What follows belongs to an exercise in optimizing a design on an open flow for small area; a production flow would make more cautious choices.
The RTL was checked by simulation tests, not by an equivalence proof against the original design.
No activity file was given, so power comes from the tool's default toggle rates.

File: flow/design.v
module gasm_core #(
    parameter [31:0] OUT_ADDR        = 32'h0000_FF00,
    parameter [31:0] KBD_DATA_ADDR   = 32'h0000_FF04,
    parameter [31:0] KBD_STATUS_ADDR = 32'h0000_FF08,
    parameter [31:0] STACK_LO        = 32'h0000_E000,
    parameter [31:0] STACK_HI        = 32'h0000_F000
) (
    input  wire        clk,
    input  wire        rst,
    input  wire [31:0] entry,
    output reg         mem_valid,
    output reg         mem_we,
    output reg  [3:0]  mem_wstrb,
    output reg  [31:0] mem_addr,
    output reg  [31:0] mem_wdata,
    input  wire [31:0] mem_rdata,
    input  wire        mem_ready,
    output wire        boundary,
    input  wire        timer_tick,
    input  wire        kbd_valid,
    input  wire [7:0]  kbd_char,
    output reg         kbd_ack,
    output reg         out_valid,
    output reg  [7:0]  out_byte,
    output reg         halted,
    output reg         faulted,
    output wire [2:0]  fault_reason,
    output reg  [31:0] fault_value
);
    localparam [4:0] S_INIT  = 5'd0,    
                     S_FETCH = 5'd1,    
                     S_DEC   = 5'd2,    
                     S_EX    = 5'd3,    
                     S_MR    = 5'd4,    
                     S_MW    = 5'd5,    
                     S_PCF   = 5'd6,    
                     S_POLLR = 5'd7,
                     S_POLLW = 5'd8,
                     S_BND   = 5'd9,
                     S_K1    = 5'd10,
                     S_K2    = 5'd11,
                     S_K3    = 5'd12,
                     S_E1    = 5'd13,   
                     S_EW1   = 5'd14,
                     S_E2    = 5'd15,   
                     S_EW2   = 5'd16,
                     S_FP    = 5'd17,   
                     S_STOP  = 5'd18;
    localparam [2:0] FK_OP = 3'd0, FK_CSRA = 3'd1, FK_CSRB = 3'd2, FK_DIV = 3'd3,
                     FK_ENT = 3'd4, FK_RA = 3'd5, FK_RB = 3'd6;
    localparam [3:0] W_ADD = 4'd0, W_LOG = 4'd1, W_CSRB = 4'd2, W_CSROR = 4'd3,
                     W_RB = 4'd4, W_RC = 4'd5, W_MDR = 4'd6, W_MUL = 4'd7,
                     W_DIV = 4'd8, W_SHL = 4'd9, W_HND = 4'd10, W_CAUSE = 4'd11,
                     W_FV = 4'd12;
    localparam [2:0] M_W = 3'd0, M_PC = 3'd1, M_SP = 3'd2, M_RB = 3'd3,
                     M_MDR = 3'd4, M_ZERO = 3'd5, M_SELF = 3'd6;
    localparam [2:0] D_RC = 3'd0, D_RB = 3'd1, D_PSW = 3'd2, D_PCI = 3'd3,
                     D_NEG = 3'd4, D_MAR = 3'd5, D_SIGN = 3'd6;
    reg [4:0]  state;
    reg [2:0]  step;
    reg [4:0]  ph;
    reg        busy;
    reg [511:0] gpr;           
    reg [31:0]  psw, hnd, cau;
    reg [31:0]  ir, mar, mdr;
    reg [19:0]  th;            
    wire [31:0] t = {th, ir[11:0]};
    reg         m32;
    reg        pcw;            
    reg        bnd_ent;        
    reg        kb;             
    reg        slt;            
    wire [2:0] ecause = {!bnd_ent, bnd_ent, bnd_ent & kb};
    reg [2:0]  fpk;
    reg        cond;
    reg        tr_s, i_s;      
    reg        push_ok, entry_ok;
    reg        ge4_r, ge8_r, le4_r;
    reg        lt_r, gt_r;     
    reg        zr;
    reg        f1, f2, f3;
    reg        sb, sc, ovf;
    reg        seen_m, seen_t;
    reg        cf;
    reg        c1, c2, c3, c4;
    wire ph0  = (ph == 5'd0);
    wire ph31 = (ph == 5'd31);
    wire [7:0] op = ir[31:24];
    wire [3:0] fa = ir[23:20];
    wire [3:0] fb = ir[19:16];
    wire [3:0] fc = ir[15:12];
    wire o_halt  = (op == 8'h00);
    wire o_int   = (op == 8'h10);
    wire o_call  = (op == 8'h20);
    wire o_callm = (op == 8'h21);
    wire o_jmp   = (op == 8'h30);
    wire o_bcc   = (op == 8'h31) || (op == 8'h32) || (op == 8'h33);
    wire o_jmpm  = (op == 8'h38);
    wire o_bccm  = (op == 8'h39) || (op == 8'h3A) || (op == 8'h3B);
    wire o_xchg  = (op == 8'h40);
    wire o_add   = (op == 8'h50);
    wire o_sub   = (op == 8'h51);
    wire o_mul   = (op == 8'h52);
    wire o_div   = (op == 8'h53);
    wire o_log   = (op[7:2] == 6'b011000);         
    wire o_shl   = (op == 8'h70);
    wire o_shr   = (op == 8'h71);
    wire o_st    = (op == 8'h80);
    wire o_stpsh = (op == 8'h81);
    wire o_stind = (op == 8'h82);
    wire o_csrrd = (op == 8'h90);
    wire o_ldimm = (op == 8'h91);
    wire o_ld    = (op == 8'h92);
    wire o_ldpop = (op == 8'h93);
    wire o_csrwr = (op == 8'h94);
    wire o_csror = (op == 8'h95);
    wire o_csrld = (op == 8'h96);
    wire o_csrpop= (op == 8'h97);
    wire known = o_halt | o_int | o_call | o_callm | o_jmp | o_bcc | o_jmpm | o_bccm |
                 o_xchg | o_add | o_sub | o_mul | o_div | o_log | o_shl | o_shr |
                 o_st | o_stpsh | o_stind | o_csrrd | o_ldimm | o_ld | o_ldpop |
                 o_csrwr | o_csror | o_csrld | o_csrpop;
    wire fa_bad = (fa > 4'd2);
    wire fb_bad = (fb > 4'd2);
    wire [15:0] gout;
    genvar g;
    generate
        for (g = 0; g < 16; g = g + 1) begin : go
            assign gout[g] = gpr[32*g];
        end
    endgenerate
    wire s_ra = gout[fa];
    wire s_rb = gout[fb];
    wire s_rc = gout[fc];
    wire s_sp = gout[14];
    wire s_pc = gout[15];
    wire s_d  = (ph < 5'd12) ? ir[ph[3:0]] : ir[11];
    wire s_csrb = fb[1] ? cau[0] : (fb[0] ? hnd[0] : psw[0]);
    reg [3:0] ws;
    reg       xa;              
    reg [1:0] ysel;            
    reg       sub;
    reg       used;
    reg       gwe;
    reg [3:0] wsel;
    reg       cwe;
    reg [1:0] csel;
    reg       x14sp;
    reg       k8;
    reg       pcfin;
    reg       mar_sh;
    reg [2:0] msrc;
    reg       mdr_sh;
    reg [2:0] dsrc;
    reg       t_sh;
    reg       tneg;
    reg       flags_we;
    reg       setI;
    reg       init;
    reg       mul_it, div_it;
    wire a_x  = xa ? s_ra : s_rb;
    wire a_y  = ((ysel == 2'd1) ? s_rb : (ysel == 2'd2) ? s_rc : 1'b0) ^ sub;
    wire a_ci = ph0 ? sub : c1;
    wire a_s1 = a_x ^ a_y ^ a_ci;
    wire a_c1 = (a_x & a_y) | (a_x & a_ci) | (a_y & a_ci);
    wire a_z  = used & s_d;
    wire a_c2i = ph0 ? 1'b0 : c2;
    wire a_s2 = a_s1 ^ a_z ^ a_c2i;
    wire a_c2 = (a_s1 & a_z) | (a_s1 & a_c2i) | (a_z & a_c2i);
    wire k4   = (state == S_E2) ? !bnd_ent : 1'b1;
    wire p_k  = k4 && (ph == 5'd2);
    wire p_ci = ph0 ? 1'b0 : c4;
    wire s_pci = s_pc ^ p_k ^ p_ci;
    wire p_co = (s_pc & p_k) | (s_pc & p_ci) | (p_k & p_ci);
    wire d_k  = k8 ? (ph >= 5'd3) : (ph >= 5'd2);
    wire d_ci = ph0 ? 1'b0 : c3;
    wire s_spd = s_sp ^ d_k ^ d_ci;
    wire d_co = (s_sp & d_k) | (s_sp & d_ci) | (d_k & d_ci);
    reg s_log;
    always @(*) begin
        case (op[1:0])
            2'd0: s_log = ~s_rb;
            2'd1: s_log = s_rb & s_rc;
            2'd2: s_log = s_rb | s_rc;
            default: s_log = s_rb ^ s_rc;
        endcase
    end
    wire [4:0] shn = t[4:0];
    wire ph_lt_n = (ph < shn);
    wire s_q    = mdr[0];
    wire s_divr = s_q ^ ((sb ^ sc) & (ph0 ? 1'b0 : seen_m));
    wire shl_zero = f1 | ph_lt_n;
    wire s_shl = shl_zero ? 1'b0 : mdr[0];
    reg s_fv;
    always @(*) begin
        case (fpk)
            FK_ENT:  s_fv = s_spd;
            FK_RA:   s_fv = s_ra;
            FK_RB:   s_fv = s_rb;
            default: s_fv = 1'b0;
        endcase
    end
    reg wbus;
    always @(*) begin
        case (ws)
            W_ADD:   wbus = a_s2;
            W_LOG:   wbus = s_log;
            W_CSRB:  wbus = s_csrb;
            W_CSROR: wbus = s_csrb | s_d;
            W_RB:    wbus = s_rb;
            W_RC:    wbus = s_rc;
            W_MDR:   wbus = mdr[0];
            W_MUL:   wbus = mdr[1];
            W_DIV:   wbus = s_divr;
            W_SHL:   wbus = s_shl;
            W_HND:   wbus = hnd[0];
            W_CAUSE: wbus = ecause[ph[1:0]] & (ph < 5'd3);
            W_FV:    wbus = s_fv;
            default: wbus = 1'b0;
        endcase
    end
    wire wr15 = gwe && (wsel == 4'd15);
    wire pc_inc = pcfin && !pcw && !wr15;
    reg [15:0] head;
    integer k;
    always @(*) begin
        for (k = 0; k < 16; k = k + 1)
            head[k] = init ? 1'b0 : ((gwe && wsel == k) ? wbus : gout[k]);
        if (!init && !(gwe && wsel == 4'd14) && x14sp)
            head[14] = s_spd;
        if (init)
            head[15] = mar[0];
        else if (!wr15 && pc_inc)
            head[15] = s_pci;
    end
    wire h_psw = init ? (ph == 5'd13) :
                 (cwe && csel == 2'd0) ? wbus : (psw[0] | (setI && ph == 5'd15));
    wire h_hnd = init ? 1'b0 : (cwe && csel == 2'd1) ? wbus : hnd[0];
    wire h_cau = init ? 1'b0 : (cwe && csel == 2'd2) ? wbus : cau[0];
    wire zr_n  = (ph0 ? 1'b1 : zr) & ~wbus;
    wire f1_in = ph0 ? 1'b1 : f1;
    wire f2_in = ph0 ? 1'b1 : f2;
    wire f3_in = ph0 ? 1'b1 : f3;
    reg fl_c, fl_o;
    always @(*) begin
        fl_c = 1'b0;
        fl_o = 1'b0;
        if (o_add) begin
            fl_c = a_c1;
            fl_o = (s_rb == s_rc) && (wbus != s_rb);
        end else if (o_sub) begin
            fl_c = !a_c1;
            fl_o = (s_rb != s_rc) && (wbus != s_rb);
        end else if (o_mul) begin
            fl_c = !((f1_in & ~mar[0] & ~m32) | (f2_in & mar[0] & m32));
            fl_o = fl_c;
        end else if (o_div) begin
            fl_o = ovf;
        end else if (o_shl) begin
            if (f1)
                fl_c = !f2 && (shn == 5'd0) && mdr[0];
            else if (shn != 5'd0)
                fl_c = mdr[1];
        end else if (o_shr) begin
            fl_c = cf;
        end
    end
    wire [3:0] flags = {wbus, fl_c, fl_o, zr_n};    
    reg cond_n;
    always @(*) begin
        case (op[1:0])
            2'd1:    cond_n = zr_n;
            2'd2:    cond_n = !zr_n;
            2'd3:    cond_n = !zr_n && (wbus == ((s_rb != s_rc) && (wbus != s_rb)));
            default: cond_n = 1'b1;
        endcase
    end
    wire ck_lo = STACK_LO[ph];
    wire ck_hi = STACK_HI[ph];
    wire lt_n = (~wbus & ck_lo) | (~(wbus ^ ck_lo) & (ph0 ? 1'b0 : lt_r));
    wire gt_n = (wbus & ~ck_hi) | (~(wbus ^ ck_hi) & (ph0 ? 1'b0 : gt_r));
    wire chk_bad = lt_n | gt_n;
    wire [31:0] K_E004 = STACK_LO + 32'd4;
    wire [31:0] K_E008 = STACK_LO + 32'd8;
    wire [31:0] K_F004 = STACK_HI + 32'd4;
    wire mv = head[14];
    wire ge4_n = (mv & ~K_E004[ph]) | (~(mv ^ K_E004[ph]) & (ph0 ? 1'b1 : ge4_r));
    wire ge8_n = (mv & ~K_E008[ph]) | (~(mv ^ K_E008[ph]) & (ph0 ? 1'b1 : ge8_r));
    wire le4_n = (~mv & K_F004[ph]) | (~(mv ^ K_F004[ph]) & (ph0 ? 1'b1 : le4_r));
    wire [31:0] pa_a   = div_it ? {mar[30:0], mdr[31]} : {m32, mar[31:1]};
    wire        pa_en  = div_it | mdr[0];
    wire        pa_inv = div_it ? ~mar[31] : (ph31 & mdr[0]);
    wire [31:0] pa_b   = ({32{pa_en}} & t) ^ {32{pa_inv}};
    wire [32:0] pa_c;
    wire [31:0] pa_s;
    assign pa_c[0] = pa_inv;
    generate
        for (g = 0; g < 32; g = g + 1) begin : rca
            assign pa_s[g]   = pa_a[g] ^ pa_b[g] ^ pa_c[g];
            assign pa_c[g+1] = (pa_a[g] & pa_b[g]) | (pa_a[g] & pa_c[g]) | (pa_b[g] & pa_c[g]);
        end
    endgenerate
    wire [32:0] pa_sum = {pa_c[32], pa_s};
    wire        pa_s32 = pa_a[31] ^ pa_b[31] ^ pa_c[32];
    wire is_pass = (state == S_INIT) || (state == S_EX) || (state == S_PCF) ||
                   (state == S_E1) || (state == S_E2) || (state == S_FP);
    wire act = is_pass && (ph0 || busy);
    wire pass_end = act && ph31;
    always @(*) begin
        ws = W_ADD; xa = 1'b0; ysel = 2'd0; sub = 1'b0; used = 1'b0;
        gwe = 1'b0; wsel = fa; cwe = 1'b0; csel = fa[1:0];
        x14sp = 1'b0; k8 = 1'b0; pcfin = 1'b0;
        mar_sh = 1'b0; msrc = M_W;
        mdr_sh = 1'b0; dsrc = D_RC;
        t_sh = 1'b0; tneg = 1'b0;
        flags_we = 1'b0; setI = 1'b0; init = 1'b0;
        mul_it = 1'b0; div_it = 1'b0;
        if (act) begin
            case (state)
                S_INIT: begin
                    init = 1'b1;
                    mar_sh = 1'b1; msrc = M_SELF;
                end
                S_PCF: begin
                    pcfin = 1'b1;
                end
                S_E1: begin
                    ws = W_CAUSE; cwe = 1'b1; csel = 2'd2;
                    mar_sh = 1'b1; msrc = M_SP;
                    mdr_sh = 1'b1; dsrc = D_PSW;
                    setI = 1'b1;
                end
                S_E2: begin
                    ws = W_HND; gwe = 1'b1; wsel = 4'd15;
                    k8 = 1'b1; x14sp = 1'b1;
                    mar_sh = 1'b1; msrc = M_SP;
                    mdr_sh = 1'b1; dsrc = D_PCI;
                end
                S_FP: begin
                    ws = W_FV; k8 = step[0];
                    mar_sh = 1'b1; msrc = M_W;
                end
                S_EX: begin
                    if (o_add || o_sub || o_log) begin
                        ws = o_log ? W_LOG : W_ADD; ysel = 2'd2; sub = o_sub;
                        gwe = 1'b1; flags_we = 1'b1; pcfin = 1'b1;
                    end else if (o_mul) begin
                        case (step)
                            3'd0: begin
                                t_sh = 1'b1;                        
                                mdr_sh = 1'b1; dsrc = D_RC;
                                mar_sh = 1'b1; msrc = M_ZERO;
                            end
                            3'd1: begin
                                mul_it = 1'b1;
                                mdr_sh = 1'b1; dsrc = D_MAR;
                            end
                            default: begin
                                ws = W_MUL; gwe = 1'b1; flags_we = 1'b1; pcfin = 1'b1;
                                mdr_sh = 1'b1; dsrc = D_MAR;
                            end
                        endcase
                    end else if (o_div) begin
                        case (step)
                            3'd0: begin
                                t_sh = 1'b1;
                                mdr_sh = 1'b1; dsrc = D_RB;
                            end
                            3'd1: begin
                                t_sh = 1'b1; tneg = 1'b1;
                                mdr_sh = 1'b1; dsrc = D_NEG;
                                mar_sh = 1'b1; msrc = M_ZERO;
                            end
                            3'd2: begin
                                div_it = 1'b1;
                            end
                            default: begin
                                ws = W_DIV; gwe = 1'b1; flags_we = 1'b1; pcfin = 1'b1;
                                mdr_sh = 1'b1;
                            end
                        endcase
                    end else if (o_shl || o_shr) begin
                        if (step == 3'd0) begin
                            t_sh = 1'b1;
                            mdr_sh = 1'b1; dsrc = D_RB;
                        end else if (o_shl) begin
                            ws = W_SHL; gwe = 1'b1; flags_we = 1'b1; pcfin = 1'b1;
                            mdr_sh = !shl_zero;
                        end else if (step == 3'd1) begin
                            mdr_sh = f1 | ph_lt_n; dsrc = D_SIGN;
                        end else begin
                            ws = W_MDR; gwe = 1'b1; flags_we = 1'b1; pcfin = 1'b1;
                            mdr_sh = 1'b1; dsrc = D_SIGN;
                        end
                    end else if (o_csrrd) begin
                        ws = W_CSRB; gwe = 1'b1; pcfin = 1'b1;
                    end else if (o_ldimm) begin
                        ws = W_ADD; used = 1'b1; gwe = 1'b1; pcfin = 1'b1;
                    end else if (o_ld || o_csrld) begin
                        if (step == 3'd0) begin
                            ws = W_ADD; ysel = 2'd2; used = 1'b1;
                            mar_sh = 1'b1; msrc = M_W;
                        end else begin
                            ws = W_MDR; mdr_sh = 1'b1;
                            gwe = o_ld; cwe = o_csrld; pcfin = 1'b1;
                        end
                    end else if (o_ldpop || o_csrpop) begin
                        if (step == 3'd0) begin
                            ws = W_ADD; used = 1'b1; gwe = 1'b1; wsel = fb;
                            mar_sh = 1'b1; msrc = M_RB;
                        end else begin
                            ws = W_MDR; mdr_sh = 1'b1;
                            gwe = o_ldpop; cwe = o_csrpop; pcfin = 1'b1;
                        end
                    end else if (o_csrwr) begin
                        ws = W_RB; cwe = 1'b1; pcfin = 1'b1;
                    end else if (o_csror) begin
                        ws = W_CSROR; cwe = 1'b1; pcfin = 1'b1;
                    end else if (o_st || o_stind) begin
                        if (step == 3'd0) begin
                            ws = W_ADD; xa = 1'b1; ysel = 2'd1; used = 1'b1;
                            mar_sh = 1'b1; msrc = M_W;
                            mdr_sh = o_st; dsrc = D_RC;
                        end else begin
                            mar_sh = 1'b1; msrc = M_MDR;
                            mdr_sh = 1'b1; dsrc = D_RC;
                        end
                    end else if (o_stpsh) begin
                        ws = W_ADD; xa = 1'b1; used = 1'b1; gwe = 1'b1;
                        mar_sh = 1'b1; msrc = M_W;
                        mdr_sh = 1'b1; dsrc = D_RC;
                    end else if (o_call) begin
                        ws = W_ADD; xa = 1'b1; used = 1'b1; gwe = 1'b1; wsel = 4'd15;
                        mdr_sh = 1'b1; dsrc = D_PCI;
                        mar_sh = 1'b1; msrc = M_SP; x14sp = 1'b1;
                    end else if (o_callm) begin
                        if (step == 3'd0) begin
                            ws = W_ADD; xa = 1'b1; used = 1'b1;
                            mar_sh = 1'b1; msrc = M_W;
                        end else begin
                            ws = W_MDR; gwe = 1'b1; wsel = 4'd15;
                            mdr_sh = 1'b1; dsrc = D_PCI;
                            mar_sh = 1'b1; msrc = M_SP; x14sp = 1'b1;
                        end
                    end else if (o_jmp || o_bcc) begin
                        if (step == 3'd0) begin
                            ws = W_ADD; ysel = 2'd2; sub = 1'b1;      
                        end else begin
                            ws = W_ADD; xa = 1'b1; used = 1'b1;
                            gwe = cond; wsel = 4'd15; pcfin = 1'b1;
                        end
                    end else if (o_jmpm || o_bccm) begin
                        if (step == 3'd0) begin
                            ws = W_ADD; ysel = 2'd2; sub = 1'b1;
                        end else if (step == 3'd1) begin
                            ws = W_ADD; xa = 1'b1; used = 1'b1;
                            mar_sh = 1'b1; msrc = M_W;
                        end else begin
                            ws = W_MDR; mdr_sh = 1'b1;
                            gwe = 1'b1; wsel = 4'd15; pcfin = 1'b1;
                        end
                    end else if (o_xchg) begin
                        if (step == 3'd0) begin
                            ws = W_RC; gwe = 1'b1; wsel = fb;
                            mdr_sh = 1'b1; dsrc = D_RB;
                        end else begin
                            ws = W_MDR; mdr_sh = 1'b1;
                            gwe = 1'b1; wsel = fc; pcfin = 1'b1;
                        end
                    end
                end
                default: ;
            endcase
        end
        if (pcfin) begin
            mar_sh = 1'b1; msrc = M_PC;
        end
    end
    reg marin, mdrin;
    always @(*) begin
        case (msrc)
            M_W:    marin = wbus;
            M_PC:   marin = head[15];
            M_SP:   marin = s_spd;
            M_RB:   marin = s_rb;
            M_MDR:  marin = mdr[0];
            M_SELF: marin = mar[0];
            default: marin = 1'b0;
        endcase
        case (dsrc)
            D_RC:   mdrin = s_rc;
            D_RB:   mdrin = s_rb;
            D_PSW:  mdrin = psw[0];
            D_PCI:  mdrin = s_pci;
            D_NEG:  mdrin = mdr[0] ^ (sb & (ph0 ? 1'b0 : seen_m));
            D_MAR:  mdrin = mar[0];
            default: mdrin = mdr[31];
        endcase
    end
    wire tin = tneg ? (t[0] ^ (sc & (ph0 ? 1'b0 : seen_t))) :
               ((o_mul) ? s_rb : s_rc);
    wire const_addr = (state == S_POLLR) || (state == S_POLLW) ||
                      (state == S_K1) || (state == S_K2) || (state == S_K3);
    always @(*) begin
        mem_valid = 1'b0;
        mem_we    = 1'b0;
        mem_wstrb = 4'b0000;
        case (state)
            S_FETCH, S_POLLR, S_K2: mem_valid = 1'b1;
            S_MR: mem_valid = 1'b1;
            S_MW, S_EW1, S_EW2, S_K1, S_K3: begin
                mem_valid = 1'b1; mem_we = 1'b1; mem_wstrb = 4'b1111;
            end
            S_POLLW: begin
                mem_valid = 1'b1; mem_we = 1'b1; mem_wstrb = 4'b0001;
            end
            default: ;
        endcase
        if (const_addr)
            mem_addr = (state == S_K1) ? KBD_DATA_ADDR :
                       (state == S_POLLR || state == S_POLLW) ? OUT_ADDR : KBD_STATUS_ADDR;
        else
            mem_addr = mar;
        mem_wdata = mdr;
        if (state == S_POLLW)
            mem_wdata[7:0] = 8'd0;
        if (state == S_K3)
            mem_wdata[0] = 1'b1;
    end
    wire xfer = mem_valid && mem_ready;
    always @(*) begin
        out_valid = (state == S_POLLR) && mem_ready && (mem_rdata[7:0] != 8'd0);
        out_byte  = mem_rdata[7:0];
    end
    assign boundary = (state == S_BND);
    assign fault_reason = (fpk == FK_OP) ? 3'd5 :
                          (fpk == FK_CSRA || fpk == FK_CSRB) ? 3'd6 :
                          (fpk == FK_DIV) ? 3'd2 : (slt ? 3'd3 : 3'd4);
    wire t_take = timer_tick && tr_s && !i_s;
    wire k_del  = kbd_valid && !i_s && !t_take;
    always @(*) begin
        kbd_ack = (state == S_BND) && kbd_valid && (i_s || entry_ok);
        fault_value = mar;
        if (faulted && fpk == FK_OP)
            fault_value[7:0] = mar[7:0] | op;
        if (faulted && fpk == FK_CSRA)
            fault_value[3:0] = mar[3:0] | fa;
        if (faulted && fpk == FK_CSRB)
            fault_value[3:0] = mar[3:0] | fb;
    end
    integer j;
    always @(posedge clk) begin
        for (j = 0; j < 16; j = j + 1)
            gpr[32*j +: 32] <= {head[j], gpr[32*j+1 +: 31]};
        psw <= {h_psw, psw[31:1]};
        if (flags_we && ph31)
            psw[3:0] <= flags;
        hnd <= {h_hnd, hnd[31:1]};
        cau <= {h_cau, cau[31:1]};
        if (ph == 5'd13) tr_s <= h_psw;
        if (ph == 5'd15) i_s  <= h_psw;
        c1 <= a_c1;
        c2 <= a_c2;
        c3 <= d_co;
        c4 <= p_co;
        zr <= zr_n;
        lt_r <= lt_n;
        gt_r <= gt_n;
        ge4_r <= ge4_n;
        ge8_r <= ge8_n;
        le4_r <= le4_n;
        if (ph0) begin
            push_ok  <= ge4_r & le4_r;
            entry_ok <= ge8_r & le4_r;
        end
        if (mul_it)
            m32 <= pa_s32;
        else if (state == S_DEC)
            m32 <= 1'b0;
        if (state == S_FETCH && xfer)
            ir <= {mem_rdata[7:0], mem_rdata[15:8], mem_rdata[23:16], mem_rdata[31:24]};
        else if (t_sh)
            ir[11:0] <= {th[0], ir[11:1]};
        if ((state == S_MR || state == S_K2) && xfer)
            mdr <= mem_rdata;
        else if (state == S_BND)
            mdr <= {24'd0, kbd_char};
        else if (div_it)
            mdr <= {mdr[30:0], ~pa_sum[31]};
        else if (mdr_sh)
            mdr <= {mdrin, mdr[31:1]};
        if (t_sh)
            th <= {tin, th[19:1]};
        if (act && state == S_EX) begin
            if (o_div && step == 3'd0) begin
                f1 <= f1_in & (s_rb == ph31);           
                f2 <= f2_in & s_rc;                     
                f3 <= f3_in & ~s_rc;                    
                if (ph31) begin
                    ovf <= f1_in & (s_rb == ph31) & f2_in & s_rc;
                    sb  <= s_rb;
                    sc  <= s_rc;
                end
            end
            if (o_div && step == 3'd1) begin
                seen_m <= (ph0 ? 1'b0 : seen_m) | mdr[0];
                seen_t <= (ph0 ? 1'b0 : seen_t) | t[0];
            end
            if (o_div && step == 3'd3)
                seen_m <= (ph0 ? 1'b0 : seen_m) | mdr[0];
            if (o_mul && step == 3'd2) begin
                f1 <= f1_in & ~mar[0];
                f2 <= f2_in & mar[0];
            end
            if ((o_shl || o_shr) && step == 3'd0) begin
                f1 <= (ph0 ? 1'b0 : f1) | (s_rc & (ph >= 5'd5));
                f2 <= (ph0 ? 1'b0 : f2) | (s_rc & (ph >= 5'd6));
            end
            if (o_shr && step == 3'd1) begin
                if (f1 | ph_lt_n)
                    cf <= mdr[0];
                else if (ph0)
                    cf <= 1'b0;
            end
        end
        if (state == S_DEC)
            cond <= 1'b1;
        else if (act && state == S_EX && (o_bcc || o_bccm) && step == 3'd0 && ph31)
            cond <= cond_n;
    end
    always @(posedge clk) begin
        if (rst) begin
            ph       <= 5'd0;
            busy     <= 1'b0;
            state    <= S_INIT;
            step     <= 3'd0;
            mar      <= entry;
            halted   <= 1'b0;
            faulted  <= 1'b0;
            pcw      <= 1'b0;
            bnd_ent  <= 1'b0;
        end else begin
            ph   <= ph + 5'd1;
            busy <= act && !ph31;
            if (wr15) pcw <= 1'b1;
            if (mul_it || div_it)
                mar <= pa_sum[31:0];
            else if (mar_sh)
                mar <= {marin, mar[31:1]};
            case (state)
                S_INIT:
                    if (pass_end) state <= S_FETCH;
                S_FETCH:
                    if (xfer) begin
                        state <= S_DEC;
                    end
                S_DEC: begin
                    pcw     <= 1'b0;
                    bnd_ent <= 1'b0;
                    step    <= 3'd0;
                    if (!known) begin
                        fpk <= FK_OP; state <= S_FP;
                    end else if (((o_csrwr || o_csrld || o_csrpop || o_csror) && fa_bad)) begin
                        fpk <= FK_CSRA; state <= S_FP;
                    end else if ((o_csrrd || o_csror) && fb_bad) begin
                        fpk <= FK_CSRB; state <= S_FP;
                    end else if (o_halt) begin
                        halted <= 1'b1; state <= S_STOP;
                    end else if (o_int) begin
                        if (!entry_ok) begin
                            fpk <= FK_ENT; state <= S_FP;
                        end else begin
                            state <= S_E1;
                        end
                    end else if ((o_call || o_callm) && !push_ok) begin
                        fpk <= FK_ENT; state <= S_FP;
                    end else if (o_xchg && fb == fc) begin
                        state <= S_PCF;
                    end else begin
                        state <= S_EX;
                        if (o_jmp || o_jmpm) step <= 3'd1;
                    end
                end
                S_EX:
                    if (pass_end) begin
                        step <= step + 3'd1;
                        if (o_add || o_sub || o_log || o_csrrd || o_ldimm || o_csrwr || o_csror)
                            state <= S_POLLR;
                        else if (o_mul)
                            state <= (step == 3'd2) ? S_POLLR : S_EX;
                        else if (o_div) begin
                            if (step == 3'd0 && f3_in & ~s_rc) begin
                                fpk <= FK_DIV; state <= S_FP; step <= 3'd0;
                            end else
                                state <= (step == 3'd3) ? S_POLLR : S_EX;
                        end else if (o_shl)
                            state <= (step == 3'd1) ? S_POLLR : S_EX;
                        else if (o_shr)
                            state <= (step == 3'd2) ? S_POLLR : S_EX;
                        else if (o_ld || o_csrld)
                            state <= (step == 3'd0) ? S_MR : S_POLLR;
                        else if (o_ldpop || o_csrpop) begin
                            if (step == 3'd0 && fb == 4'd14 && chk_bad) begin
                                fpk <= FK_RB; state <= S_FP; step <= 3'd0;
                            end else
                                state <= (step == 3'd0) ? S_MR : S_POLLR;
                        end else if (o_st)
                            state <= S_MW;
                        else if (o_stind)
                            state <= (step == 3'd0) ? S_MR : S_MW;
                        else if (o_stpsh) begin
                            if (fa == 4'd14 && chk_bad) begin
                                fpk <= FK_RA; state <= S_FP; step <= 3'd0;
                            end else
                                state <= S_MW;
                        end else if (o_call)
                            state <= S_MW;
                        else if (o_callm)
                            state <= (step == 3'd0) ? S_MR : S_MW;
                        else if (o_jmp || o_bcc)
                            state <= (step == 3'd0) ? S_EX : S_POLLR;
                        else if (o_jmpm || o_bccm) begin
                            if (step == 3'd0 && !cond_n)
                                state <= S_PCF;
                            else
                                state <= (step == 3'd1) ? S_MR : (step == 3'd0) ? S_EX : S_POLLR;
                        end else if (o_xchg)
                            state <= (step == 3'd0) ? S_EX : S_POLLR;
                    end
                S_MR:
                    if (xfer) begin
                        step  <= step + 3'd1;
                        state <= S_EX;
                    end
                S_MW:
                    if (xfer) begin
                        step  <= step + 3'd1;
                        state <= S_PCF;
                    end
                S_PCF:
                    if (pass_end) state <= bnd_ent ? S_FETCH : S_POLLR;
                S_POLLR:
                    if (xfer) state <= (mem_rdata[7:0] != 8'd0) ? S_POLLW : S_BND;
                S_POLLW:
                    if (xfer) state <= S_BND;
                S_BND: begin
                    if ((t_take || k_del) && !entry_ok) begin
                        fpk <= FK_ENT; step <= 3'd0; state <= S_FP;
                    end else if (t_take) begin
                        bnd_ent <= 1'b1; kb <= 1'b0; state <= S_E1;
                    end else if (k_del) begin
                        bnd_ent <= 1'b1; kb <= 1'b1; state <= S_K1;
                    end else
                        state <= S_FETCH;
                end
                S_K1: if (xfer) state <= S_K2;
                S_K2: if (xfer) state <= S_K3;
                S_K3: if (xfer) state <= S_E1;
                S_E1:  if (pass_end) state <= S_EW1;
                S_EW1: if (xfer) state <= S_E2;
                S_E2:  if (pass_end) state <= S_EW2;
                S_EW2: if (xfer) state <= S_PCF;
                S_FP:
                    if (pass_end) begin
                        if (fpk == FK_ENT && step == 3'd0 && !chk_bad)
                            step <= 3'd1;
                        else begin
                            faulted <= 1'b1;
                            state   <= S_STOP;
                            slt     <= lt_n;
                        end
                    end
                default: ;    
            endcase
        end
    end
endmodule
File: flow/flow/run.sh
#!/bin/bash
# Standard ORFS layout, with two changes to how it is built:
#  - ports are buffered with the smallest buffer (sky130_fd_sc_hd__buf_1)
#  - the clock tree uses clkbuf_8 leaf clusters of at most 20 sinks and no dummy loads
set -euo pipefail
export BUFFER_PORTS_ARGS="-buffer_cell sky130_fd_sc_hd__buf_1"
export CTS_ARGS="-sink_clustering_enable -repair_clock_nets -dont_use_dummy_load -buf_list sky130_fd_sc_hd__clkbuf_4 -sink_clustering_size 9 -sink_clustering_max_diameter 60 -sink_buffer_max_cap_derate 1.0"
bash standard.sh > standard_flow.log 2>&1
File: flow/standard.sh
#!/bin/bash
# synth_recipe.tcl (not shown) runs the flow's synth.tcl, then flattens the netlist and writes it again
# the make line also repeats each setting of config.mk as NAME=value (left out here)
make -C /OpenROAD-flow-scripts/flow DESIGN_CONFIG=/design/flow/config.mk WORK_HOME=/design/flow/orfs CLKGATE_MAP_FILE= SYNTH_SCRIPT=/design/flow/synth_recipe.tcl "${@:-finish}"
File: flow/config.mk
export PLATFORM = sky130hd
export DESIGN_NAME = gasm_core
export DESIGN_NICKNAME = gasm_core
export VERILOG_FILES = /design/flow/design.v
export SDC_FILE = /design/flow/constraint.sdc
export NUM_CORES = 4
export LEC_CHECK = 0
export ABC_AREA = 1
export CAP_MARGIN = 20
export CORE_MARGIN = 2
export CORE_UTILIZATION = 30
export GPL_ROUTABILITY_DRIVEN = 1
export PLACE_DENSITY = 0.45
export SLEW_MARGIN = 20
File: flow/constraint.sdc
create_clock -name core_clock -period 20.0 [get_ports {clk}]
set_input_delay 4.0000 -clock core_clock [delete_from_list [all_inputs] [get_ports {clk}]]
set_output_delay 4.0000 -clock core_clock [all_outputs]
set_load 0.01 [all_outputs]
==> results of run 1 <==
## cell families (layout without fill, tap and decap cells)
family / Yosys count / count (layout) / share of synthesized area
DFF: 775 / 775 / 0.638
AOI/OAI and AO/OA: 428 / 428 / 0.0973
and+or+nand+nor: 840 / 840 / 0.139
buffers and inverters: 425 / 622 / 0.0702
adders and majority gates: 59 / 59 / 0.0379
other: 0 / 3 / 0
muxes: 12 / 12 / 0.00464
xor gates and xnor gates: 40 / 40 / 0.0133
## state kept, by name (all words and copies together) (netlist names), 2 cells and up
| register | flops |
|---|---|
| psw | 32 |
| cau | 32 |
| hnd | 32 |
| gpr | 512 |
| ir | 32 |
| ph | 5 |
| state | 5 |
| th | 20 |
| mem_wstrb | 2 |
| mar | 32 |
| mdr | 32 |
| step | 3 |
| fpk | 3 |
## metrics by stage
step	setup WS (ns)	power [mW]	util	instance area, sq um	hold slack, ns
finish	3.79	3.32	0.332	28900	0.226
global route	2.94	3.53	0.332	28900	0.253
CTS	3.72	3.39	0.332	28900	0.235
detailed placement	3.74	2.65	0.323	28100	0.312
global placement	3.82	2.65	0.323	28100	0.310
floorplan	5.14	2.46	-	26400	0.310
## layout make-up
type,instances,area [sq um]
fillers,9103,58100
flip-flops and latches,775,16900
multi-input cells,1379,7770
well taps,1155,1450
inverters,303,1140
repair buffers,217,902
clock buffers,102,766
diodes,3,7.51
## cell usage after synthesis, drive strengths merged
cell type and count:
mux2i 10, clkinv 3, nor3 34, o21a 5, a211oi 8, o22ai 20, a2111oi 5, o21ai 190
o32ai 1, mux2 2, ha 24, nand3 100, a31oi 11, nand2 423, nor4 8, o41ai 2
a41oi 3, buf 73, edfxtp 135, nand3b 1, o211ai 52, a21oi 92, o2111ai 13, nand4 28
and2 1, a221oi 2, a32oi 1, inv 300, o31ai 1, clkbuf 49, o311ai 3, o21bai 1
xnor2 3, xor2 37, a311o 1, nor2 241, a22oi 3, fa 35, or2 3, dfxtp 640
a311oi 2, a211o 1, o221ai 11, and3 1
## worst max path at each step
stage	cells past startpoint	slack (ns)	start	endpoint
6_report	43	3.79	ph[0]$_SDFF_PP0_	mdr[0]$_DFFE_PP_
5_1_grt	43	2.94	ph[0]$_SDFF_PP0_	mdr[0]$_DFFE_PP_
4_1_cts	43	3.72	ph[0]$_SDFF_PP0_	mdr[0]$_DFFE_PP_
2_1_floorplan	49	5.14	ir[26]$_DFFE_PP_	mdr[0]$_DFFE_PP_
3_5_place_dp	43	3.74	ph[0]$_SDFF_PP0_	mdr[0]$_DFFE_PP_
3_3_place_gp	43	3.82	ph[0]$_SDFF_PP0_	mdr[0]$_DFFE_PP_
## layer usage
metal | routed length [um] | GRT usage
met3 | 5450 | 0.0364
met1 | 40600 | 0.269
met5 | 0 | 0
met2 | 37400 | 0.288
met4 | 1960 | 0.0524
## cell usage in the layout (no fill, tap or decap), types with 87 or more instances in the layout
master,Yosys,layout
a21oi_1,88,87
buf_1,6,193
clkbuf_4,0,102
dfxtp_1,640,640
edfxtp_1,135,135
inv_1,264,264
nand2_1,402,402
nand3_1,97,95
nor2_1,222,219
o21ai_0,178,178
## critical path, delay by kind of cell, from the launching register on
kind / cells / cell delay, ns
AO/OA/AOI/OAI: 4 / 0.68
XOR/XNOR: 1 / 0.16
adder cells (fa/ha/maj): 32 / 12.59
buffers and inverters: 3 / 0.83
flip-flops: 1 / 0.59
AND/OR/NAND/NOR: 3 / 1.07
## where the power goes
part | internal (mW) | switching (mW)
clock network | 0.233 | 0.477
logic | 0.106 | 0.265
registers | 2.10 | 0.142
total | 2.44 | 0.884
==> results.yml, run 1 <==
placed_design:
  io_buffers: 194
  routabilityCongestion: 0.939
  place_inst: 3829
  hpwl_mm: 65.6
route:
  wl_per_cell_um: 21.7
  drc: 0
  first_iter_violations: 1532
  wl_mm: 85.5
  via_per_inst: 4.77
  ant_nets: 0
  drt-pass1-iter-count: 5
  vias: 18800
timing:
  setup_viol: 0
  slew_viol_final: 0
  rsz0062_at_grt: "false"
  tightestPinTransition_ns: 0.999
  clock_skew_ns: 0.163
  fmax_mhz: 61.7
  min_period_ns: 16.21
  slew_headroom: 0.329
  final_hold_viol_count: 0
  tns_ns: 0
  finalCritPeriodShare: 0.811
clocking:
  cts.repair.resized: 0
  hold_buffers: 0
  htree_levels: 3
  cts_tree: "done"
  insertion_delay_ns: 0.95
  clkTransAtPathRegs_ns: 0.09
  root_buffer: "clkbuf_4"
  cts.sinks: 775
  cts_setup_buffers: 0
  cts_buffer_depth: 3
  cts-buffers-inserted: 102
yosys:
  yosysTopAreaCell: "dfxtp_1"
  netlist_instances: 2579
  syn_avg_cell_area_sq_um: 10.2
  synthTopCellsByArea: "dfxtp_1, edfxtp_1, nand2_1, inv_1, o21ai_0"
  syn-num-nets: 2715
  yosys_warnings: 1
  seq_area_frac_synth: 0.638
  synth-seq-cells: 775
  synth_top_area_share: 0.485
  netlist_area_sq_mm: 0.0264
  synth_cell_type_count: 66
worst_setup_path:
  rr_endpoint: "mdr[0]$_DFFE_PP_"
  reg2reg_slack_ns: 3.79
  worstSetupStartpointType: "register"
  cpPeakStageDelay_ns: 0.59
  crit_path_frequent_cell: "fa_1"
  worstPathArrival_ns: 16.86
  rr_worst_depth: 43
  worstPathRequired_ns: 20.64
  critPathKind: "register to register"
  r2r-start: "ph[0]$_SDFF_PP0_"
  worst-path-max-fanout: 47
  endpoint_kind: "register"
  slowest_stage: "dfxtp_1"
cells_and_area:
  nets: 2914
  area_delta_synth_final_pct: 9.34
  drive_gt1_frac: 0.0850
  final_cells: 3934
worst_hold_path:
  hold_depth: 0
  whs_endpoint: "gpr[291]$_DFF_P_"
  hold_class: "register to register"
  hold_start: "gpr[292]$_DFF_P_"
floorplanning:
  pin_count: 195
  die_x_um: 301
  initial_utilization: 0.304
  dieArea_sq_mm: 0.0905
  die_y_um: 301
  core_area_sq_mm: 0.0870
  rows: 108
status:
  status: "finished clean"
run:
  cap_violations: 0
global_routing:
  grt_max_degree: 64
  grt_usage: 0.188
  grt_pass1_vias: 18600
  grt_pass1_wl_mm: 125
  grt-ovfl-total: 0
  antenna_found_initial: 3
pwr:
  p_per_area_mw_per_mm2: 115
  p_leak_nw: 11.9
  ir_worst_vdd_mv: 0.0699
==> inputs of run 2 (changes only) <==
==> flow/flow/run.sh (replaced) <==
#!/bin/bash
# Standard ORFS layout, with two changes to how it is built:
#  - ports are buffered with the smallest buffer (sky130_fd_sc_hd__buf_1)
#  - the clock tree uses clkbuf_4 leaf clusters of at most 9 sinks within 60 um, and no dummy loads
set -euo pipefail
export BUFFER_PORTS_ARGS="-buffer_cell sky130_fd_sc_hd__buf_1"
export CTS_ARGS="-sink_clustering_enable -repair_clock_nets -dont_use_dummy_load -buf_list sky130_fd_sc_hd__clkbuf_4 -sink_clustering_size 9 -sink_clustering_max_diameter 60 -sink_buffer_max_cap_derate 1.0"
bash standard.sh > standard_flow.log 2>&1
==> results.yml, run 2 <==
yosys:
  ys.flop_type: "dfxtp_1"
  syn-num-nets: 2715
  seq_area_frac_synth: 0.638
  netlist_instances: 2579
  yosysTopAreaCell: "dfxtp_1"
  synth_cell_type_count: 66
  ys_async_sr_fraction: 0
  synth-edff-count: 135
  synthTopCellsByArea: "dfxtp_1, edfxtp_1, nand2_1, inv_1, o21ai_0"
  yosys_warnings: 1
  synth.most_common_cell: "dfxtp_1"
  synth-seq-cells: 775
  syn_avg_cell_area_sq_um: 10.2
  synth_commonest_cells: "dfxtp_1, nand2_1, inv_1, nor2_1, o21ai_0"
  netlist_area_sq_mm: 0.0264
  synth_top_area_share: 0.485
clocking:
  clkTransAtPathRegs_ns: 0.09
  htree_levels: 3
  cts_setup_buffers: 0
  cts.repair.resized: 0
  cts_tree: "done"
  root_buffer: "clkbuf_4"
  cts-buffers-inserted: 102
  cts_buffer_depth: 3
  hold_buffers: 0
  cts.sinks: 775
  insertion_delay_ns: 0.95
floorplanning:
  pin_count: 195
  core_area_sq_mm: 0.0870
  die_y_um: 301
  die_x_um: 301
  dieArea_sq_mm: 0.0905
  rows: 108
  initial_utilization: 0.304
placed_design:
  placed_area_sq_mm: 0.0281
  routabilityCongestion: 0.939
  io_buffers: 194
  hpwl_mm: 65.6
  place_inst: 3829
route:
  vias: 18800
  first_iter_violations: 1532
  wl_met2_mm: 37.4
  ant_nets: 0
  wl_per_cell_um: 21.7
  drc: 0
  dr_wl_met3_mm: 5.45
  wl_mm: 85.5
  drt-pass1-iter-count: 5
  via_per_inst: 4.77
  top_layer_used: "met4"
  wl_met1_mm: 40.6
cells_and_area:
  largest_reg_flops: 512
  final_core_util: 0.332
  seqCellArea_sq_mm: 0.0169
  drive_gt1_frac: 0.0850
  fillCellCount: 9103
  mostFrequentLayoutCell: "dfxtp_1"
  nets: 2914
  multi_input_area_sq_mm: 0.00777
  design_area_sq_mm: 0.0289
  area_delta_synth_final_pct: 9.34
  final_cell_mix: "dfxtp_1, nand2_1, inv_1"
  largest-register: "gpr"
  final_cells: 3934
timing:
  finalCritPeriodShare: 0.811
  tightestPinTransition_ns: 0.999
  slew_viol_final: 0
  fmax_mhz: 61.7
  setup_viol: 0
  tns_ns: 0
  slew_headroom: 0.329
  rsz0062_at_grt: "false"
  final_hold_viol_count: 0
  clock_skew_ns: 0.163
  min_period_ns: 16.21
worst_setup_path:
  worstSetupStartpointType: "register"
  crit_path_frequent_cell: "fa_1"
  rr_endpoint: "mdr[0]$_DFFE_PP_"
  endpoint_kind: "register"
  worstPathRequired_ns: 20.64
  slowest_stage: "dfxtp_1"
  reg2reg_slack_ns: 3.79
  rr_worst_depth: 43
  r2r-start: "ph[0]$_SDFF_PP0_"
  critPathKind: "register to register"
  worst-path-max-fanout: 47
  worstPathArrival_ns: 16.86
  cpPeakStageDelay_ns: 0.59
pwr:
  p_per_area_mw_per_mm2: 115
  ir_worst_vdd_mv: 0.0699
  totalPowerFinal_mw: 3.32
  p_leak_nw: 11.9
status:
  status: "finished clean"
global_routing:
  grt-ovfl-total: 0
  grt_pass1_wl_mm: 125
  grt_pass1_vias: 18600
  grt_max_degree: 64
  antenna_found_initial: 3
  grt_usage: 0.188
worst_hold_path:
  hold_depth: 0
  hold_class: "register to register"
  whs_endpoint: "gpr[291]$_DFF_P_"
  hold_start: "gpr[292]$_DFF_P_"
run:
  cap_violations: 0
## run 2: through the flow
stage / hold slack [ns] / setup WS [ns]
after floorplan: 0.310 / 5.14
after global placement: 0.310 / 3.82
after detailed placement: 0.312 / 3.74
after CTS: 0.235 / 3.72
after global routing: 0.253 / 2.94
final: 0.226 / 3.79
## run 2: worst max-delay path by stage
stage                startpoint               end  slack (ns)  depth (start not counted)
6_report       ph[0]$_SDFF_PP0_  mdr[0]$_DFFE_PP_        3.79                         43
4_1_cts        ph[0]$_SDFF_PP0_  mdr[0]$_DFFE_PP_        3.72                         43
2_1_floorplan  ir[26]$_DFFE_PP_  mdr[0]$_DFFE_PP_        5.14                         49
5_1_grt        ph[0]$_SDFF_PP0_  mdr[0]$_DFFE_PP_        2.94                         43
3_3_place_gp   ph[0]$_SDFF_PP0_  mdr[0]$_DFFE_PP_        3.82                         43
3_5_place_dp   ph[0]$_SDFF_PP0_  mdr[0]$_DFFE_PP_        3.74                         43
## run 2: cell families after synthesis
logic type | count (synthesis) | synth area share
AOI/OAI and AO/OA | 428 | 0.0973
xor gates and xnor gates | 40 | 0.0133
DFF | 775 | 0.638
adders and majority gates | 59 | 0.0379
muxes | 12 | 0.00464
and+or+nand+nor | 840 | 0.139
buffers and inverters | 425 | 0.0702
## run 2: critical path, delay by kind of cell (launching register included)
| family | cells | cell delay [ns] |
|---|---|---|
| adders and majority gates | 32 | 12.59 |
| xor gates and xnor gates | 1 | 0.16 |
| DFF | 1 | 0.59 |
| AOI/OAI and AO/OA | 4 | 0.68 |
| buffers and inverters | 3 | 0.83 |
| and+or+nand+nor | 3 | 1.07 |
## run 2: power by group
group / total [mW] / leakage (nW) / switching [mW] / internal, mW
Clock: 0.710 / 0.469 / 0.477 / 0.233
Sequential: 2.24 / 6.58 / 0.142 / 2.10
Combinational: 0.371 / 4.89 / 0.265 / 0.106
Total: 3.32 / 11.9 / 0.884 / 2.44
## run 2: final cells by class
cell class                      instances  area share
Sequential cell                       775       0.584
Antenna cell                            3    0.000260
Tap cell                             1155      0.0500
Multi-Input combinational cell       1379       0.269
Clock buffer                          102      0.0265
Timing Repair Buffer                  217      0.0312
Inverter                              303      0.0396
## run 2: routing by layer
layer	global-route usage	vias to the layer above
met5	0	-
li1	-	8784
met2	0.288	632
met1	0.269	9238
met4	0.0524	0
met3	0.0364	115
==> inputs of run 3 (changes only) <==
==> flow/flow/run.sh (replaced) <==
#!/bin/bash
# Standard ORFS layout, with three changes to how it is built:
#  - after the standard synthesis, the combinational logic between the registers is
#    re-mapped with an area-oriented ABC script (flow/remap.abc); the registers,
#    their names and cell types, and the ports are left as the standard synthesis made them
#  - ports are buffered with the smallest buffer (sky130_fd_sc_hd__buf_1)
#  - the clock tree uses clkbuf_4 leaf clusters of at most 9 sinks within 60 um, and no dummy loads
set -euo pipefail
export BUFFER_PORTS_ARGS="-buffer_cell sky130_fd_sc_hd__buf_1"
export CTS_ARGS="-sink_clustering_enable -repair_clock_nets -dont_use_dummy_load -buf_list sky130_fd_sc_hd__clkbuf_4 -sink_clustering_size 9 -sink_clustering_max_diameter 60 -sink_buffer_max_cap_derate 1.0"

HERE=$PWD
RES=$HERE/orfs/results/$FLOW_PLATFORM/gasm_core/base
LIB=$FLOW_HOME/platforms/$FLOW_PLATFORM/lib/sky130_fd_sc_hd__tt_025C_1v80.lib

# 1. standard synthesis
bash standard.sh $RES/1_2_yosys.v > synth_standard.log 2>&1
cp $RES/1_2_yosys.v $HERE/synth_standard.v

# 2. re-map the combinational logic; sequential cells stay as black boxes
SEQ=$(grep -oE "sky130_fd_sc_hd__[a-z0-9_]+" $HERE/synth_standard.v | sort -u | grep -E "__(s?e?df|dl|sdl)" | tr '\n' ' ')
DU=$(sed -n '/DONT_USE_CELLS += /,/^#/p' $FLOW_HOME/platforms/$FLOW_PLATFORM/config.mk | grep -oE "sky130_fd_sc_hd__[a-z0-9_]+" | sed 's/^/-dont_use /' | tr '\n' ' ')
cat > $HERE/remap.ys <<EOY
read_liberty -ignore_miss_func $LIB
blackbox $SEQ
read_verilog $HERE/synth_standard.v
hierarchy -top $FLOW_TOP
flatten
opt_clean
abc -script $HERE/flow/remap.abc -liberty $LIB $DU
opt_clean -purge
hilomap -singleton -hicell sky130_fd_sc_hd__conb_1 HI -locell sky130_fd_sc_hd__conb_1 LO
splitnets
opt_clean -purge
stat -liberty $LIB
write_verilog -noattr -nohex -nodec $HERE/synth_remap.v
EOY
yosys -s $HERE/remap.ys > remap.log 2>&1
cp $HERE/synth_remap.v $RES/1_2_yosys.v

# 3. the rest of the standard layout on the re-mapped netlist
bash standard.sh > standard_flow.log 2>&1
==> flow/flow/remap.abc (new file) <==
strash
&get -n
&deepsyn -T 20
&dch -f
&nf -a -R 1000
&put
==> results.yml, run 3 <==
yosys:
  syn-num-nets: 2033
  netlist_area_sq_mm: 0.0238
  netlist_instances: 1956
  syn_avg_cell_area_sq_um: 12.2
  yosys_warnings: 1
status:
  status: "finished clean"
worst_setup_path:
  worst-path-max-fanout: 58
  crit_path_frequent_cell: "o21a_1"
  setup.worst_path.start: "state[1]$_SDFFE_PP0P_"
  critPathKind: "register to register"
  slowest_stage: "dfxtp_1"
  r2r-start: "state[1]$_SDFFE_PP0P_"
  cpPeakStageDelay_ns: 0.79
  worstPathRequired_ns: 20.61
  crit_end: "mdr[0]$_DFFE_PP_"
  endpoint_kind: "register"
  worstSetupStartpointType: "register"
  crit_family: "compound AO/OA/AOI/OAI gates"
  rr_endpoint: "mdr[0]$_DFFE_PP_"
  reg2reg_slack_ns: 7.81
  path_buf_inv: 2
  worst-path-stages: 53
  rr_worst_depth: 53
  worstPathArrival_ns: 12.80
route:
  drt-pass1-iter-count: 6
  drc: 0
  vias: 16300
  via_per_inst: 4.90
  wl_per_cell_um: 21.6
  wl_mm: 72.1
  first_iter_violations: 1232
  ant_nets: 0
clocking:
  cts_tree: "done"
  htree_levels: 3
  clkTransAtPathRegs_ns: 0.11
  cts.repair.resized: 0
  cts-buffers-inserted: 101
  cts.sinks: 775
  insertion_delay_ns: 0.91
  hold_buffers: 0
  cts_setup_buffers: 0
  root_buffer: "clkbuf_4"
  cts_buffer_depth: 3
timing:
  rsz0062_at_grt: "false"
  setup_viol: 0
  slew_headroom: 0.262
  tns_ns: 0
  min_period_ns: 12.19
  slew_viol_final: 0
  fmax_mhz: 82.0
  clock_skew_ns: 0.160
  final_hold_viol_count: 0
  tightestPinTransition_ns: 1.10
  finalCritPeriodShare: 0.610
pwr:
  ir_worst_vdd_mv: 0.0481
  p_clk_frac: 0.235
  pwr-share-seq: 0.602
  p_sw_mw: 0.890
  combinationalPowerShare: 0.162
  swShare: 0.298
  intPower_mw: 2.09
  p_leak_nw: 9.61
  p_per_area_mw_per_mm2: 111
floorplanning:
  initial_utilization: 0.302
  die_x_um: 286
  dieArea_sq_mm: 0.0815
  rows: 103
  pin_count: 195
  core_area_sq_mm: 0.0787
  die_y_um: 286
placed_design:
  hpwl_mm: 52.8
  io_buffers: 194
  placed_area_sq_mm: 0.0262
  place_inst: 3231
  routabilityCongestion: 0.926
cells_and_area:
  mostFrequentLayoutCell: "dfxtp_1"
  drive_gt1_frac: 0.0670
  largest_reg_flops: 512
  area_delta_synth_final_pct: 13.3
  nets: 2361
  design_area_sq_mm: 0.0269
  largest-register: "gpr"
  final_cells: 3333
  fillCellCount: 7955
  final_cell_mix: "dfxtp_1, buf_1, nand2_1"
global_routing:
  grt_pass1_vias: 15900
  grt_max_degree: 59
  grt_pass1_wl_mm: 106
  busiest_layer: "met2"
  grt_util_met1: 0.249
  grtUsageMet3: 0.0344
  grt_usage: 0.174
  grt-ovfl-total: 0
  antenna_found_initial: 2
  use_met2: 0.260
worst_hold_path:
  hold_class: "register to register"
run:
  cap_violations: 0
-- run 3: area by class of cell --
cell class                      count  area [sq um]  area share
Clock buffer                      101           758      0.0281
Antenna cell                        1          2.50   0.0000929
Tap cell                         1050          1310      0.0488
Sequential cell                   775         16900       0.626
Inverter                           40           150     0.00557
Timing Repair Buffer              225           982      0.0365
Multi-Input combinational cell   1141          6870       0.255
-- run 3: metrics by stage --
step / worst slack [ns] / utilization / power (mW) / hold WS (ns)
detailed placement: 7.89 / 0.332 / 2.32 / 0.312
global placement: 7.82 / 0.332 / 2.32 / 0.310
global route: 6.65 / 0.342 / 3.15 / 0.201
finish: 7.81 / 0.342 / 2.98 / 0.232
floorplan: 5.33 / - / 2.09 / 0.310
CTS: 7.86 / 0.342 / 3.04 / 0.213
-- run 3: metal layers --
layer / share of wire / up-vias
met4: 0.030 / 0
met2: 0.43 / 540
met3: 0.060 / 119
met1: 0.48 / 7973
met5: 0 / -
li1: - / 7710
-- run 3: worst min-delay path by stage --
stage                     start                to  depth (start not counted)
6_report        gpr[42]$_DFF_P_   gpr[41]$_DFF_P_                          0
5_1_grt         gpr[42]$_DFF_P_   gpr[41]$_DFF_P_                          0
4_1_cts         gpr[42]$_DFF_P_   gpr[41]$_DFF_P_                          0
3_5_place_dp   gpr[250]$_DFF_P_  gpr[249]$_DFF_P_                          0
2_1_floorplan    cau[1]$_DFF_P_    cau[0]$_DFF_P_                          0
3_3_place_gp    hnd[18]$_DFF_P_   hnd[17]$_DFF_P_                          0
-- run 3: power groups by stage --
stage | logic, mW | registers, mW | clock network, mW
6_report | 0.484 | 1.80 | 0.702
5_1_grt | 0.529 | 1.81 | 0.813
4_1_cts | 0.485 | 1.80 | 0.753
3_5_place_dp | 0.482 | 1.83 | 0
3_3_place_gp | 0.486 | 1.83 | 0
2_1_floorplan | 0.293 | 1.79 | 0
==> inputs of run 4 (changes only) <==
--- a/flow/design.v
+++ b/flow/design.v
@@ -22,8 +22,8 @@
     output reg         kbd_ack,
     output reg         out_valid,
     output reg  [7:0]  out_byte,
-    output reg         halted,
-    output reg         faulted,
+    output wire        halted,
+    output wire        faulted,
     output wire [2:0]  fault_reason,
     output reg  [31:0] fault_value
 );
@@ -45,7 +45,8 @@
                      S_E2    = 5'd15,   
                      S_EW2   = 5'd16,
                      S_FP    = 5'd17,   
-                     S_STOP  = 5'd18;
+                     S_HALT  = 5'd18,   
+                     S_FSTOP = 5'd19;   
     localparam [2:0] FK_OP = 3'd0, FK_CSRA = 3'd1, FK_CSRB = 3'd2, FK_DIV = 3'd3,
                      FK_ENT = 3'd4, FK_RA = 3'd5, FK_RB = 3'd6;
     localparam [3:0] W_ADD = 4'd0, W_LOG = 4'd1, W_CSRB = 4'd2, W_CSROR = 4'd3,
@@ -72,16 +73,17 @@
     reg        slt;            
     wire [2:0] ecause = {!bnd_ent, bnd_ent, bnd_ent & kb};
     reg [2:0]  fpk;
-    reg        cond;
     reg        tr_s, i_s;      
     reg        push_ok, entry_ok;
     reg        ge4_r, ge8_r, le4_r;
     reg        lt_r, gt_r;     
     reg        zr;
-    reg        f1, f2, f3;
+    reg        f1, f2, f3;     
+    wire       cond = f3;
+    wire       cf = f3;
+    wire       seen_t = f3;
     reg        sb, sc, ovf;
-    reg        seen_m, seen_t;
-    reg        cf;
+    reg        seen_m;
     reg        c1, c2, c3, c4;
     wire ph0  = (ph == 5'd0);
     wire ph31 = (ph == 5'd31);
@@ -533,6 +535,8 @@
         out_byte  = mem_rdata[7:0];
     end
     assign boundary = (state == S_BND);
+    assign halted  = (state == S_HALT);
+    assign faulted = (state == S_FSTOP);
     assign fault_reason = (fpk == FK_OP) ? 3'd5 :
                           (fpk == FK_CSRA || fpk == FK_CSRB) ? 3'd6 :
                           (fpk == FK_DIV) ? 3'd2 : (slt ? 3'd3 : 3'd4);
@@ -604,7 +608,7 @@
             end
             if (o_div && step == 3'd1) begin
                 seen_m <= (ph0 ? 1'b0 : seen_m) | mdr[0];
-                seen_t <= (ph0 ? 1'b0 : seen_t) | t[0];
+                f3 <= (ph0 ? 1'b0 : f3) | t[0];
             end
             if (o_div && step == 3'd3)
                 seen_m <= (ph0 ? 1'b0 : seen_m) | mdr[0];
@@ -618,15 +622,15 @@
             end
             if (o_shr && step == 3'd1) begin
                 if (f1 | ph_lt_n)
-                    cf <= mdr[0];
+                    f3 <= mdr[0];
                 else if (ph0)
-                    cf <= 1'b0;
+                    f3 <= 1'b0;
             end
         end
         if (state == S_DEC)
-            cond <= 1'b1;
+            f3 <= 1'b1;
         else if (act && state == S_EX && (o_bcc || o_bccm) && step == 3'd0 && ph31)
-            cond <= cond_n;
+            f3 <= cond_n;
     end
     always @(posedge clk) begin
         if (rst) begin
@@ -635,8 +639,6 @@
             state    <= S_INIT;
             step     <= 3'd0;
             mar      <= entry;
-            halted   <= 1'b0;
-            faulted  <= 1'b0;
             pcw      <= 1'b0;
             bnd_ent  <= 1'b0;
         end else begin
@@ -665,7 +667,7 @@
                     end else if ((o_csrrd || o_csror) && fb_bad) begin
                         fpk <= FK_CSRB; state <= S_FP;
                     end else if (o_halt) begin
-                        halted <= 1'b1; state <= S_STOP;
+                        state <= S_HALT;
                     end else if (o_int) begin
                         if (!entry_ok) begin
                             fpk <= FK_ENT; state <= S_FP;
@@ -765,8 +767,7 @@
                         if (fpk == FK_ENT && step == 3'd0 && !chk_bad)
                             step <= 3'd1;
                         else begin
-                            faulted <= 1'b1;
-                            state   <= S_STOP;
+                            state   <= S_FSTOP;
                             slt     <= lt_n;
                         end
                     end
==> results.yml, run 4 <==
status:
  status: "finished clean"
floorplanning:
  rows: 102
  die_y_um: 284
  core_area_sq_mm: 0.0776
  die_x_um: 284
  dieArea_sq_mm: 0.0808
  pin_count: 195
  initial_utilization: 0.304
timing:
  setup_ws_ns: 2.99
  final_hold_viol_count: 0
  tightestPinTransition_ns: 1.23
  setup_viol: 0
  slew_headroom: 0.176
  slew_viol_final: 0
  min_period_ns: 17.01
  tns_ns: 0
  rsz0062_at_grt: "false"
  clock_skew_ns: 0.117
  fmax_mhz: 58.8
  finalCritPeriodShare: 0.850
clocking:
  cts.sinks: 770
  cts-buffers-inserted: 101
  cts_buffer_depth: 3
  root_buffer: "clkbuf_4"
  hold_buffers: 0
  insertion_delay_ns: 0.90
  cts_setup_buffers: 0
  cts_tree: "done"
  clkTransAtPathRegs_ns: 0.11
  htree_levels: 3
  cts.repair.resized: 0
worst_setup_path:
  worst-path-stages: 58
  setup.worst_path.start: "state[1]$_SDFFE_PP0P_"
  critPathKind: "register to register"
  worstSetupStartpointType: "register"
  worstPathArrival_ns: 17.62
  cpPeakStageDelay_ns: 0.74
  worst-path-max-fanout: 30
  path_buf_inv: 1
  rr_worst_depth: 58
  endpoint_kind: "register"
  slowest_stage: "a31o_1"
  r2r-start: "state[1]$_SDFFE_PP0P_"
  worstPathRequired_ns: 20.62
  crit_path_frequent_cell: "maj3_1"
  crit_family: "adder cells"
global_routing:
  grt_max_degree: 43
  grt-ovfl-total: 0
  grt_pass1_vias: 15700
  grt_usage: 0.179
  antenna_found_initial: 3
  grt_pass1_wl_mm: 107
pwr:
  p_per_area_mw_per_mm2: 111
  ir_worst_vdd_mv: 0.0507
  totalPowerFinal_mw: 2.97
  p_leak_nw: 9.55
cells_and_area:
  fillCellCount: 7873
  largest-register: "gpr"
  area_delta_synth_final_pct: 13.4
  drive_gt1_frac: 0.0687
  nets: 2336
  design_area_sq_mm: 0.0267
  seqCellArea_sq_mm: 0.0167
  final_cell_mix: "dfxtp_1, buf_1, nand2_1"
  mostFrequentLayoutCell: "dfxtp_1"
  largest_reg_flops: 512
  multi_input_area_sq_mm: 0.00669
run:
  cap_violations: 0
route:
  wl_met2_mm: 29.7
  top_layer_used: "met4"
  wl_mm: 73.2
  wl_met1_mm: 35.9
  ant_nets: 0
  drc: 0
  vias: 16200
  first_iter_violations: 1338
  dr_wl_met3_mm: 5.38
  via_per_inst: 4.89
  wl_per_cell_um: 22.1
  drt-pass1-iter-count: 9
worst_hold_path:
  hold_depth: 0
  hold_start: "gpr[158]$_DFF_P_"
  hold_class: "register to register"
placed_design:
  hpwl_mm: 52.9
  routabilityCongestion: 0.949
  preCtsSetupSlack_ns: 3.06
  io_buffers: 194
  placed_area_sq_mm: 0.0259
yosys:
  netlist_area_sq_mm: 0.0236
  syn-num-nets: 2002
  netlist_instances: 1925
  syn_avg_cell_area_sq_um: 12.2
  yosys_warnings: 1
## run 4: layout make-up
cell class	instances	area share
Antenna cell	9	0.000843
Multi-Input combinational cell	1103	0.251
Inverter	52	0.00731
Timing Repair Buffer	231	0.0377
Tap cell	1040	0.0487
Clock buffer	101	0.0284
Sequential cell	770	0.627
## run 4: worst register-to-register path, delay by kind of cell, from the launching register on
| kind | cells | cell delay, ns |
|---|---|---|
| flops | 1 | 0.68 |
| xor+xnor | 9 | 2.02 |
| fa+ha+maj | 19 | 7.60 |
| simple gates | 13 | 2.51 |
| compound gates | 16 | 3.65 |
| buf+inv | 1 | 0.33 |
## run 4: worst paths after layout
path         slack (ns)                 to
min reg2reg        0.27   gpr[157]$_DFF_P_
max reg2reg        2.99  mar[31]$_DFFE_PP_
min                0.27   gpr[157]$_DFF_P_
max                2.99  mar[31]$_DFFE_PP_
## run 4: stage by stage
stage / instances / hold slack, ns / utilization
global placement: 3196 / 0.310 / 0.334
global route: 3302 / 0.273 / 0.344
floorplan: 1925 / 0.310 / -
finish: 3306 / 0.267 / 0.344
detailed placement: 3196 / 0.312 / 0.334
CTS: 3297 / 0.258 / 0.344
## run 4: metal layers
metal  global-route usage  up-vias
li1                     -     7585
met1                0.264     7853
met2                0.249      595
met3               0.0483      122
met4               0.0629        0
met5                    0        -
## run 4: where the power goes
part	internal, mW	switching, mW
Combinational	0.178	0.330
Clock	0.231	0.470
Sequential	1.67	0.0886

[separate check: timing with driven ports]
The flow's constraints put no driver on any port. The routed layouts listed below were extracted and timed again, unchanged, in two steps. Step 1, drivers: a clkbuf_16 drives clk and a buf_2 each remaining input, both assumed. Step 2 moves the port delays by t, midway between the first and last clock arrival at a register: inputs arrive t later, outputs are due t later. That takes back most of the time a late clock gives input paths. a / b / c = no drivers / after step 1 / after step 2; a / b = the first two.
run | t, ns | setup WS [ns] | hold WS [ns] | worst slew at a driven data input, ns
run 1 | 0.921 | 3.786 / 3.786 / 3.786 | 0.226 / 0.226 / 0.226 | 0.05
run 2 | 0.921 | 3.786 / 3.786 / 3.786 | 0.226 / 0.226 / 0.226 | 0.05
run 3 | 0.892 | 7.809 / 7.809 / 7.809 | 0.232 / 0.232 / 0.232 | 0.08
run 4 | 0.905 | 2.995 / 2.995 / 2.995 | 0.267 / 0.267 / 0.267 | 0.06
After both steps setup and hold are still met in every run listed.
